Background: an optimization exercise with open tools, aiming at small area. Do not read the settings as production practice.
At most, simulation tests tie the RTL to the original design; equivalence was not proved.
Power is estimated from default activity; no workload was simulated. No driver is modelled on the clock port, so clocking that relies on it looks cheaper here than on a real chip.

== the previous run ==
==> flow/design.v (excerpt) <==
module locomm_fcd (
    input  wire        clk,
    input  wire        rst,
    input  wire        rx_valid,
    input  wire [7:0]  rx_data,
    output wire        rx_ready,
    output reg         fr_valid,
    output reg  [3:0]  fr_route,
    output wire [2:0]  fr_status,
    output wire [15:0] fr_size,
    output wire [31:0] fr_type,
    output wire [31:0] fr_tag,
    input  wire [3:0]  mb_sel,
    input  wire        mb_take,
    output wire [8:0]  mb_ready,
    output wire [31:0] mb_tag,
    output wire [15:0] mb_size,
    output wire [2:0]  mb_status,
    input  wire        iq_pop,
    output wire [2:0]  iq_level,
    output wire [31:0] iq_tag,
    output wire [15:0] iq_size,
    output wire [2:0]  iq_status
);
Size in the first run: roughly 220 I/O pins.
clock: 10.0 ns
lec_check: 0
cap_margin: 20
core_margin: 2
core_utilization: 70
place_density: 0.8
slew_margin: 20
standard.sh (not shown) runs the stock make flow with config.mk's settings and CLKGATE_MAP_FILE= SYNTH_SCRIPT=/design/flow/synth_recipe.tcl, a recipe that flattens the netlist after the stock synthesis.
==> flow/flow/run.sh <==
#!/bin/bash
# Standard layout (standard.sh) with these changes:
#  - synthesis maps with an area-oriented abc script (flow/synth.tcl);
#  - every port still gets a buffer, but a buf_1 rather than clkdlybuf4s50_1;
#  - clock tree: clkbuf_8 buffers, larger sink clusters, no dummy loads.
set -euo pipefail
W=$PWD
export AREA_ABC_SCRIPT=$W/flow/abc_area.script
bash standard.sh SYNTH_SCRIPT=$W/flow/synth.tcl \
  "BUFFER_PORTS_ARGS=-buffer_cell sky130_fd_sc_hd__buf_1" \
  "CTS_ARGS=-sink_clustering_enable -repair_clock_nets -sink_clustering_size 16 -sink_clustering_max_diameter 50 -buf_list sky130_fd_sc_hd__clkbuf_8 -dont_use_dummy_load" \
  finish > $W/standard.log 2>&1
==> flow/flow/abc_area.script <==
strash
dc2
dch -f
amap -F 3 -A 5
buffer -c
topo
==> flow/flow/synth.tcl <==
# The standard flow's synthesis (synth_recipe.tcl) with one change: abc maps with an
# area-oriented script (flow/abc_area.script) in place of ORFS's.
proc synth {args} { yosys synth -nofsm -noshare {*}$args }
proc abc {args} {
  set i [lsearch -exact $args -script]
  if { $i >= 0 } {
    lset args [expr { $i + 1 }] $::env(AREA_ABC_SCRIPT)
  }
  yosys abc {*}$args
}
source $::env(SCRIPTS_DIR)/synth.tcl
# left out here: clear keep_hierarchy, flatten, clean up, hide names made inside functions, write 1_2_yosys.v
Input-level comparison between the current run and the previous run:
--- a/flow/flow/run.sh
+++ b/flow/flow/run.sh
@@ -9,4 +9,4 @@
 bash standard.sh SYNTH_SCRIPT=$W/flow/synth.tcl \
   "BUFFER_PORTS_ARGS=-buffer_cell sky130_fd_sc_hd__buf_1" \
-  "CTS_ARGS=-sink_clustering_enable -repair_clock_nets -sink_clustering_size 16 -sink_clustering_max_diameter 50 -buf_list sky130_fd_sc_hd__clkbuf_8 -dont_use_dummy_load" \
+  "CTS_ARGS=-sink_clustering_enable -sink_clustering_size 18 -sink_clustering_max_diameter 60 -buf_list sky130_fd_sc_hd__clkbuf_8 -dont_use_dummy_load" \
   finish > $W/standard.log 2>&1
Findings:
- The current run has completed all stages; timing, DRC and antenna checks passed.
- Any difference in number of unique standard cell types used by synthesis between the previous run and the current run is small enough to ignore.
- [compare] base=the previous run new=the current run: worst setup margin level, proportion of power drawn by the clock network now sits lower, time the final worst path needs with I/O delays and setup held.
- There was hardly any difference in net switching fraction of the power between the previous run and the current run.
- Compare the previous run and the current run | total power higher: the previous run
- As far as critical path depth is concerned, the current run and the previous run perform about the same.
- Diff the previous run -> the current run: number of clock sinks seen by CTS comparable, width of the chip comparable.
- Diff the previous run -> the current run: final non-filler cell area about even; final critical-path share of the clock period about even.

---

== raven ==
Another version of the RTL of locomm_fcd (not shown whole).
Size: roughly 1700 cells after synthesis, roughly 780 flip-flops, ~220 I/O pins.
==> flow/config.mk <==
export PLATFORM = sky130hd
export DESIGN_NAME = locomm_fcd
export DESIGN_NICKNAME = locomm_fcd
export VERILOG_FILES = /design/flow/design.v
export SDC_FILE = /design/flow/constraint.sdc
export NUM_CORES = 4
export LEC_CHECK = 0
export CAP_MARGIN = 20
export CORE_MARGIN = 2
export CORE_UTILIZATION = 70
export PLACE_DENSITY = 0.8
export SLEW_MARGIN = 20
==> flow/constraint.sdc <==
create_clock -name core_clock -period 10.0 [get_ports {clk}]
set_input_delay 2.0000 -clock core_clock [delete_from_list [all_inputs] [get_ports {clk}]]
set_output_delay 2.0000 -clock core_clock [all_outputs]
set_load 0.01 [all_outputs]
==> flow/flow/run.sh <==
#!/bin/bash
# Standard layout (standard.sh) with these changes:
#  - synthesis maps with an area-oriented abc script (flow/synth.tcl);
#  - every port still gets a buffer, but a buf_1 rather than clkdlybuf4s50_1;
#  - clock tree: clkbuf_8 buffers, larger sink clusters, no dummy loads.
set -euo pipefail
W=$PWD
export AREA_ABC_SCRIPT=$W/flow/abc_area.script
bash standard.sh SYNTH_SCRIPT=$W/flow/synth.tcl \
  "BUFFER_PORTS_ARGS=-buffer_cell sky130_fd_sc_hd__buf_1" \
  "CTS_ARGS=-sink_clustering_enable -repair_clock_nets -sink_clustering_size 32 -sink_clustering_max_diameter 80 -buf_list sky130_fd_sc_hd__clkbuf_16 -dont_use_dummy_load" \
  finish > $W/standard.log 2>&1
Scripts as last shown in full above: flow/flow/abc_area.script, flow/flow/synth.tcl
> inputs changed (raven -> zinc)
--- a/flow/flow/run.sh
+++ b/flow/flow/run.sh
@@ -10,3 +10,3 @@
   "BUFFER_PORTS_ARGS=-buffer_cell sky130_fd_sc_hd__buf_1" \
-  "CTS_ARGS=-sink_clustering_enable -repair_clock_nets -sink_clustering_size 32 -sink_clustering_max_diameter 80 -buf_list sky130_fd_sc_hd__clkbuf_16 -dont_use_dummy_load" \
+  "CTS_ARGS=-sink_clustering_enable -repair_clock_nets -sink_clustering_size 18 -sink_clustering_max_diameter 60 -buf_list sky130_fd_sc_hd__clkbuf_8 -dont_use_dummy_load" \
   finish > $W/standard.log 2>&1
### Flow results
- Timing, DRC, antenna: 0 failures across zinc and raven
- zinc: net count reported at finish higher than raven
- The final worst-path cycle share in zinc was higher than what raven gave.
- Re worst voltage drop across the vdd grid: raven was higher than zinc.
- Top layer used by detailed routing = met5: zinc; top layer used by detailed routing = met4: raven
- zinc -> raven: clock-pin slew of the registers on the worst-case setup and hold paths flat
- Worst reg-to-reg setup slack: zinc vs raven, no meaningful difference
- There was hardly any difference in post-layout instance area between raven and zinc.
No run of this note included a check of the RTL's function; only the layout flow was run.

---

== run E ==
locomm_fcd with an RTL version that a note above also has.
Size in the first run: ~1700 cells after synthesis, about 780 flip-flops, about 220 I/O pins, ~0.029 sq mm of cells after synthesis.
Settings: LEC_CHECK=0, CAP_MARGIN=0, CORE_MARGIN=2, CORE_UTILIZATION=80, PLACE_DENSITY=0.88, SLEW_MARGIN=0; clock period 10.0 ns.
==> flow/flow/run.sh <==
#!/bin/bash
# Standard layout (standard.sh) with these changes:
#  - synthesis maps with an area-oriented abc script (flow/synth.tcl);
#  - every port still gets a buffer, but a buf_1 rather than clkdlybuf4s50_1;
#  - clock tree: clkbuf_8 buffers, larger sink clusters, no dummy loads.
set -euo pipefail
W=$PWD
export AREA_ABC_SCRIPT=$W/flow/abc_area.script
bash standard.sh SYNTH_SCRIPT=$W/flow/synth.tcl \
  "BUFFER_PORTS_ARGS=-buffer_cell sky130_fd_sc_hd__buf_1" \
  "CTS_ARGS=-sink_clustering_enable -repair_clock_nets -sink_clustering_size 16 -sink_clustering_max_diameter 50 -buf_list sky130_fd_sc_hd__clkbuf_8 -dont_use_dummy_load" \
  finish > $W/standard.log 2>&1
Scripts as last shown in full above: flow/flow/abc_area.script, flow/flow/synth.tcl
Input changes introduced in run H (baseline for comparison: run E):
Settings: SLEW_MARGIN changed from 0 to 20; CORE_UTILIZATION changed from 80 to 70; PLACE_DENSITY changed from 0.88 to 0.8; CAP_MARGIN changed from 0 to 20.
-- flow/flow/run.sh --
<<< run E, line 11
  "CTS_ARGS=-sink_clustering_enable -repair_clock_nets -sink_clustering_size 16 -sink_clustering_max_diameter 50 -buf_list sky130_fd_sc_hd__clkbuf_8 -dont_use_dummy_load" \
>>> run H, line 11
  "CTS_ARGS=-sink_clustering_enable -sink_clustering_size 20 -sink_clustering_max_diameter 70 -buf_list sky130_fd_sc_hd__clkbuf_8 -dont_use_dummy_load" \
==> comparison <==
- Comparing run H and run E, final critical-path share of the clock period is lower on run E.
- Max freq run E -> run H: degraded
- [compare] base=run E new=run H: clock skew decreased by 0.013 ns relative to the old numbers, fraction of area in registers increased by 0.21 points relative to the old numbers, clock power decreased by about 9% relative to the old numbers, number of signal-net buffers in the layout decreased by 0.39% relative to the old numbers, total track usage decreased by 5.9 points relative to the old numbers.
- Between run H and run E, the multi-input combinational cell count does not differ in any meaningful way.
- Looking at run H and run E, the design area is a wash.

---

The RTL this note starts from:
==> flow/design.v <==
module locomm_fcd (
    input  wire        clk,
    input  wire        rst,
    input  wire        rx_valid,
    input  wire [7:0]  rx_data,
    output wire        rx_ready,
    output reg         fr_valid,
    output reg  [3:0]  fr_route,
    output wire [2:0]  fr_status,
    output wire [15:0] fr_size,
    output wire [31:0] fr_type,
    output wire [31:0] fr_tag,
    input  wire [3:0]  mb_sel,
    input  wire        mb_take,
    output wire [8:0]  mb_ready,
    output wire [31:0] mb_tag,
    output wire [15:0] mb_size,
    output wire [2:0]  mb_status,
    input  wire        iq_pop,
    output wire [2:0]  iq_level,
    output wire [31:0] iq_tag,
    output wire [15:0] iq_size,
    output wire [2:0]  iq_status
);
    reg  [15:0] cnt;         
    reg  [1:0]  tph;         
    reg  [15:0] size;        
    reg  [31:0] type_r;      
    reg  [31:0] tag_r;       
    reg  [15:0] crc;         
    reg         st_bad;      
    reg         crc_bad;     
    reg         end_bad;     
    assign rx_ready = 1'b1;
    wire take = rx_valid;
    wire [15:0] size_n = {size[7:0], rx_data};        
    wire hdr    = (cnt[15:4] == 12'd0);
    wire b0     = hdr && (cnt[3:0] == 4'd4);
    wire b1     = hdr && (cnt[3:0] == 4'd5);
    wire b3     = hdr && (cnt[3:0] == 4'd7);
    wire b23    = hdr && (cnt[3:1] == 3'd3);          
    wire b01    = hdr && (cnt[3:1] == 3'd2);          
    wire btype  = hdr && (cnt[3:2] == 2'd2);          
    wire btag   = hdr && (cnt[3:2] == 2'd3);          
    wire past3  = (cnt[15:3] != 13'd0);                
    wire tstart = (tph == 2'd0) && past3 && (cnt == size);
    wire short3 = b3 && (size_n[15:3] == 13'd0);     
    wire last   = (tph == 2'd3) ||
                  (short3 && (size_n[2:0] <= 3'd4));
    reg [15:0] crc_upd;
    integer i;
    always @* begin
        crc_upd = crc ^ {8'h00, rx_data};
        for (i = 0; i < 8; i = i + 1)
            crc_upd = crc_upd[0] ? ((crc_upd >> 1) ^ 16'h8408) : (crc_upd >> 1);
    end
    wire [7:0] crc_byte = (tph == 2'd0) ? crc[15:8] : crc[7:0];
    wire       crc_ne   = (rx_data != crc_byte);
    always @(posedge clk) begin
        if (rst) begin
            cnt <= 16'd4;
            tph <= 2'd0;
        end else if (take) begin
            cnt <= last ? 16'd4 : cnt + 16'd1;
            if (last)
                tph <= 2'd0;
            else if (short3)
                tph <= 2'd0 - size_n[1:0];
            else if (tstart || tph != 2'd0)
                tph <= tph + 2'd1;
        end
    end
    always @(posedge clk) begin
        if (take) begin
            if (b23)   size   <= size_n;
            if (btype) type_r <= {type_r[23:0], rx_data};
            if (btag)  tag_r  <= {tag_r[23:0], rx_data};
            if (b0)      st_bad <= (rx_data != 8'h12);
            else if (b1) st_bad <= st_bad | (rx_data != 8'h34);
            if (b01)
                crc <= 16'h0000;
            else if (tph == 2'd0 && !tstart)
                crc <= crc_upd;
            if (tstart)          crc_bad <= crc_ne;
            else if (tph == 2'd1) crc_bad <= crc_bad | crc_ne;
            if (tph == 2'd2)      end_bad <= (rx_data != 8'h56);
            else if (tph == 2'd3) end_bad <= end_bad | (rx_data != 8'h78);
        end
    end
    always @(posedge clk) begin
        if (rst) fr_valid <= 1'b0;
        else     fr_valid <= take && last;
    end
    wire short16 = (size[15:4] == 12'd0);
    wire [1:0] st_code = st_bad  ? 2'b01 :
                         short16   ? 2'b10 :
                         crc_bad ? 2'b11 :
                         end_bad ? 2'b10 : 2'b00;
    function [2:0] st_dec(input [1:0] e, input sm);
        st_dec = {e[1] & ~e[0] & ~sm, e[1] & (e[0] | sm), e[0]};
    endfunction
    assign fr_status = st_dec(st_code, short16);
    assign fr_size   = size;
    assign fr_type   = type_r;
    assign fr_tag    = tag_r;
    always @* begin
        if (size[15:3] == 13'd0)
            fr_route = 4'd11;
        else begin
            case (type_r)
                32'h5057414B: fr_route = 4'd0;    
                32'h5350414B: fr_route = 4'd1;    
                32'h5250414B: fr_route = 4'd2;    
                32'h5341434B: fr_route = 4'd3;    
                32'h4443414B: fr_route = 4'd4;    
                32'h534E414B: fr_route = 4'd5;    
                32'h5343414B: fr_route = 4'd6;    
                32'h4550414B: fr_route = 4'd7;    
                32'h4750414B: fr_route = 4'd8;    
                32'h53454E44: fr_route = 4'd9;    
                default:      fr_route = 4'd10;
            endcase
        end
    end
    wire [49:0] entry = {tag_r, size, st_code};
    reg [8:0]  mb_rdy;
    reg [9*50-1:0] mb_d;     
    integer k;
    always @(posedge clk) begin
        for (k = 0; k < 9; k = k + 1) begin
            if (rst)
                mb_rdy[k] <= 1'b0;
            else if (fr_valid && fr_route == k)
                mb_rdy[k] <= 1'b1;
            else if (mb_take && mb_sel == k)
                mb_rdy[k] <= 1'b0;
            if (fr_valid && fr_route == k)
                mb_d[k*50 +: 50] <= entry;
        end
    end
    assign mb_ready = mb_rdy;
    reg [49:0] mb_q;
    integer r;
    always @* begin
        mb_q = {50{mb_sel[3]}} & mb_d[8*50 +: 50];
        for (r = 0; r < 8; r = r + 1)
            mb_q = mb_q | ({50{~mb_sel[3] && mb_sel[2:0] == r}} & mb_d[r*50 +: 50]);
    end
    assign mb_tag    = mb_q[49:18];
    assign mb_size   = mb_q[17:2];
    assign mb_status = st_dec(mb_q[1:0], mb_q[17:6] == 12'd0);
    reg [4*50-1:0] iq_d;     
    reg [1:0]  iq_rd;
    reg [2:0]  iq_cnt;
    wire       do_pop  = iq_pop && (iq_cnt != 3'd0);
    wire       do_push = fr_valid && (fr_route == 4'd9) && (!iq_cnt[2] || iq_pop);
    wire [1:0] iq_wr   = iq_rd + iq_cnt[1:0];
    always @(posedge clk) begin
        if (rst) begin
            iq_rd  <= 2'd0;
            iq_cnt <= 3'd0;
        end else begin
            if (do_pop)
                iq_rd <= iq_rd + 2'd1;
            iq_cnt <= iq_cnt - {2'd0, do_pop} + {2'd0, do_push};
        end
        for (k = 0; k < 4; k = k + 1)
            if (do_push && iq_wr == k)
                iq_d[k*50 +: 50] <= entry;
    end
    reg [49:0] iq_q;
    always @* begin
        iq_q = 50'd0;
        for (r = 0; r < 4; r = r + 1)
            iq_q = iq_q | ({50{iq_rd == r}} & iq_d[r*50 +: 50]);
    end
    assign iq_level  = iq_cnt;
    assign iq_tag    = iq_q[49:18];
    assign iq_size   = iq_q[17:2];
    assign iq_status = st_dec(iq_q[1:0], iq_q[17:6] == 12'd0);
endmodule
clock: 10.0 ns
lec_check: 0
cap_margin: 20
core_margin: 2
core_utilization: 70
place_density: 0.8
slew_margin: 20
==> flow/flow/run.sh <==
#!/bin/bash
# Standard layout (standard.sh) with these changes:
#  - synthesis maps with an area-oriented abc script (flow/synth.tcl);
#  - every port still gets a buffer, but a buf_1 rather than clkdlybuf4s50_1;
#  - clock tree: clkbuf_8 buffers, larger sink clusters, no dummy loads.
set -euo pipefail
W=$PWD
export AREA_ABC_SCRIPT=$W/flow/abc_area.script
bash standard.sh SYNTH_SCRIPT=$W/flow/synth.tcl \
  "BUFFER_PORTS_ARGS=-buffer_cell sky130_fd_sc_hd__buf_1" \
  "CTS_ARGS=-sink_clustering_enable -sink_clustering_size 20 -sink_clustering_max_diameter 60 -buf_list sky130_fd_sc_hd__clkbuf_8 -dont_use_dummy_load" \
  finish > $W/standard.log 2>&1
Scripts as last shown in full above: flow/flow/abc_area.script, flow/flow/synth.tcl
The first run ran to the end with no violations.
Change:
--- a/flow/flow/run.sh
+++ b/flow/flow/run.sh
@@ -10,3 +10,3 @@
   "BUFFER_PORTS_ARGS=-buffer_cell sky130_fd_sc_hd__buf_1" \
-  "CTS_ARGS=-sink_clustering_enable -sink_clustering_size 20 -sink_clustering_max_diameter 60 -buf_list sky130_fd_sc_hd__clkbuf_8 -dont_use_dummy_load" \
+  "CTS_ARGS=-sink_clustering_enable -repair_clock_nets -sink_clustering_size 18 -sink_clustering_max_diameter 60 -buf_list sky130_fd_sc_hd__clkbuf_8 -dont_use_dummy_load" \
   finish > $W/standard.log 2>&1
- PLACE_DENSITY: 0.8 -> 0.9
After rerunning: Synthesized cell count is unchanged. Setup slack is better by 0.13 ns. Die area is unchanged. Global-route usage rises by 1.4 points. Core utilization is higher by 0.27 points. Hold slack loses 0.0066 ns. Cell area increases by 0.36%.
Change:
==> flow/flow/run.sh (replaced) <==
#!/bin/bash
# Standard layout (standard.sh) with two changes:
#  - synthesis maps with an area-oriented abc script (flow/synth.tcl);
#  - every port still gets a buffer, but a buf_1 rather than clkdlybuf4s50_1.
set -euo pipefail
W=$PWD
export AREA_ABC_SCRIPT=$W/flow/abc_area.script
bash standard.sh SYNTH_SCRIPT=$W/flow/synth.tcl \
  "BUFFER_PORTS_ARGS=-buffer_cell sky130_fd_sc_hd__buf_1" finish > $W/standard.log 2>&1
==> flow/flow/abc_area.script (replaced) <==
strash
dch -f
amap
strash
dch -f
amap
buffer -c
topo
- CTS_BUF_LIST: unset -> sky130_fd_sc_hd__clkbuf_8
- CTS_CLUSTER_DIAMETER: unset -> 50
- CTS_CLUSTER_SIZE: unset -> 16
- PLACE_DENSITY: 0.9 -> 0.8
After rerunning: Clock skew falls by 0.096 ns; first-iteration DRC count falls by a quarter to a third; setup slack is worse by 0.20 ns; cell area rose slightly; clock power is higher by about a fifth.
Change:
==> flow/flow/run.sh (replaced) <==
#!/bin/bash
# Standard layout (standard.sh) with these changes:
#  - synthesis maps with an area-oriented abc script (flow/synth.tcl);
#  - every port still gets a buffer, but a buf_1 rather than clkdlybuf4s50_1;
#  - clock tree: clkbuf_8 buffers, larger sink clusters, no dummy loads.
set -euo pipefail
W=$PWD
export AREA_ABC_SCRIPT=$W/flow/abc_area.script
bash standard.sh SYNTH_SCRIPT=$W/flow/synth.tcl \
  "BUFFER_PORTS_ARGS=-buffer_cell sky130_fd_sc_hd__buf_1" \
  "CTS_ARGS=-sink_clustering_enable -repair_clock_nets -sink_clustering_size 18 -sink_clustering_max_diameter 60 -buf_list sky130_fd_sc_hd__clkbuf_8 -dont_use_dummy_load" \
  finish > $W/standard.log 2>&1
==> flow/flow/abc_area.script (replaced) <==
strash
dc2
dch -f
amap -F 3 -A 5
strash
dch -f
amap -F 3 -A 5
buffer -c
topo
- CTS_BUF_LIST: sky130_fd_sc_hd__clkbuf_8 -> unset
- CTS_CLUSTER_DIAMETER: 50 -> unset
- CTS_CLUSTER_SIZE: 16 -> unset
Routed wire length went up by a few percent.
Combinational power went up by about a fifth.
Clock-buffer cell count went down by 8.
Sequential share of layout area went up by 0.94 points.

[what the ideal ports hide]
The flow's constraints put no driver on any port. The routed layouts listed below were extracted and timed again, unchanged, in two steps.
Step 1 assumes that a clkbuf_16 drives the clock port and a buf_2 every other input.
Step 2 also shifts input and output timing later by t, the mid clock arrival at the registers, as if the neighbouring blocks saw the same clock.
Three values: ideal, step 1, step 2; two values: the first two.
| run | t (ns) | setup WS [ns] | hold WS [ns] | latest minus earliest clock arrival (ns) | pins driven straight from the clock port |
|---|---|---|---|---|---|
| the previous run | 0.723 | 2.489 / 2.445 / 2.445 | 0.474 / 0.474 / 0.474 | 0.051 / 0.050 | 1 |
| the current run | 0.691 | 2.488 / 2.442 / 2.442 | 0.475 / 0.475 / 0.475 | 0.054 / 0.055 | 1 |
| raven | 0.651 | 2.675 / 2.648 / 2.648 | 0.481 / 0.481 / 0.481 | 0.031 / 0.031 | 1 |
| zinc | 0.696 | 2.636 / 2.610 / 2.610 | 0.471 / 0.471 / 0.471 | 0.062 / 0.062 | 1 |
| run E | 0.734 | 2.874 / 2.843 / 2.843 | 0.481 / 0.481 / 0.481 | 0.051 / 0.051 | 1 |
| run H | 0.706 | 2.461 / 2.419 / 2.419 | 0.481 / 0.481 / 0.481 | 0.035 / 0.035 | 1 |
| the first run of note 4 | 0.702 | 2.493 / 2.451 / 2.451 | 0.480 / 0.480 / 0.480 | 0.059 / 0.060 | 1 |
| the second run of note 4 | 0.720 | 2.622 / 2.576 / 2.576 | 0.474 / 0.474 / 0.474 | 0.123 / 0.122 | 1 |
| the third run of note 4 | 0.742 | 2.417 / 2.390 / 2.390 | 0.483 / 0.483 / 0.483 | 0.028 / 0.027 | 1 |
| the fourth run of note 4 | 0.716 | 2.959 / 2.906 / 2.906 | 0.483 / 0.483 / 0.483 | 0.048 / 0.048 | 1 |
After both steps every run listed still meets setup and hold. The setup slack of the fourth run of note 4, which loses most, moves by -0.053 ns with the drivers and by -0.053 ns with both steps.
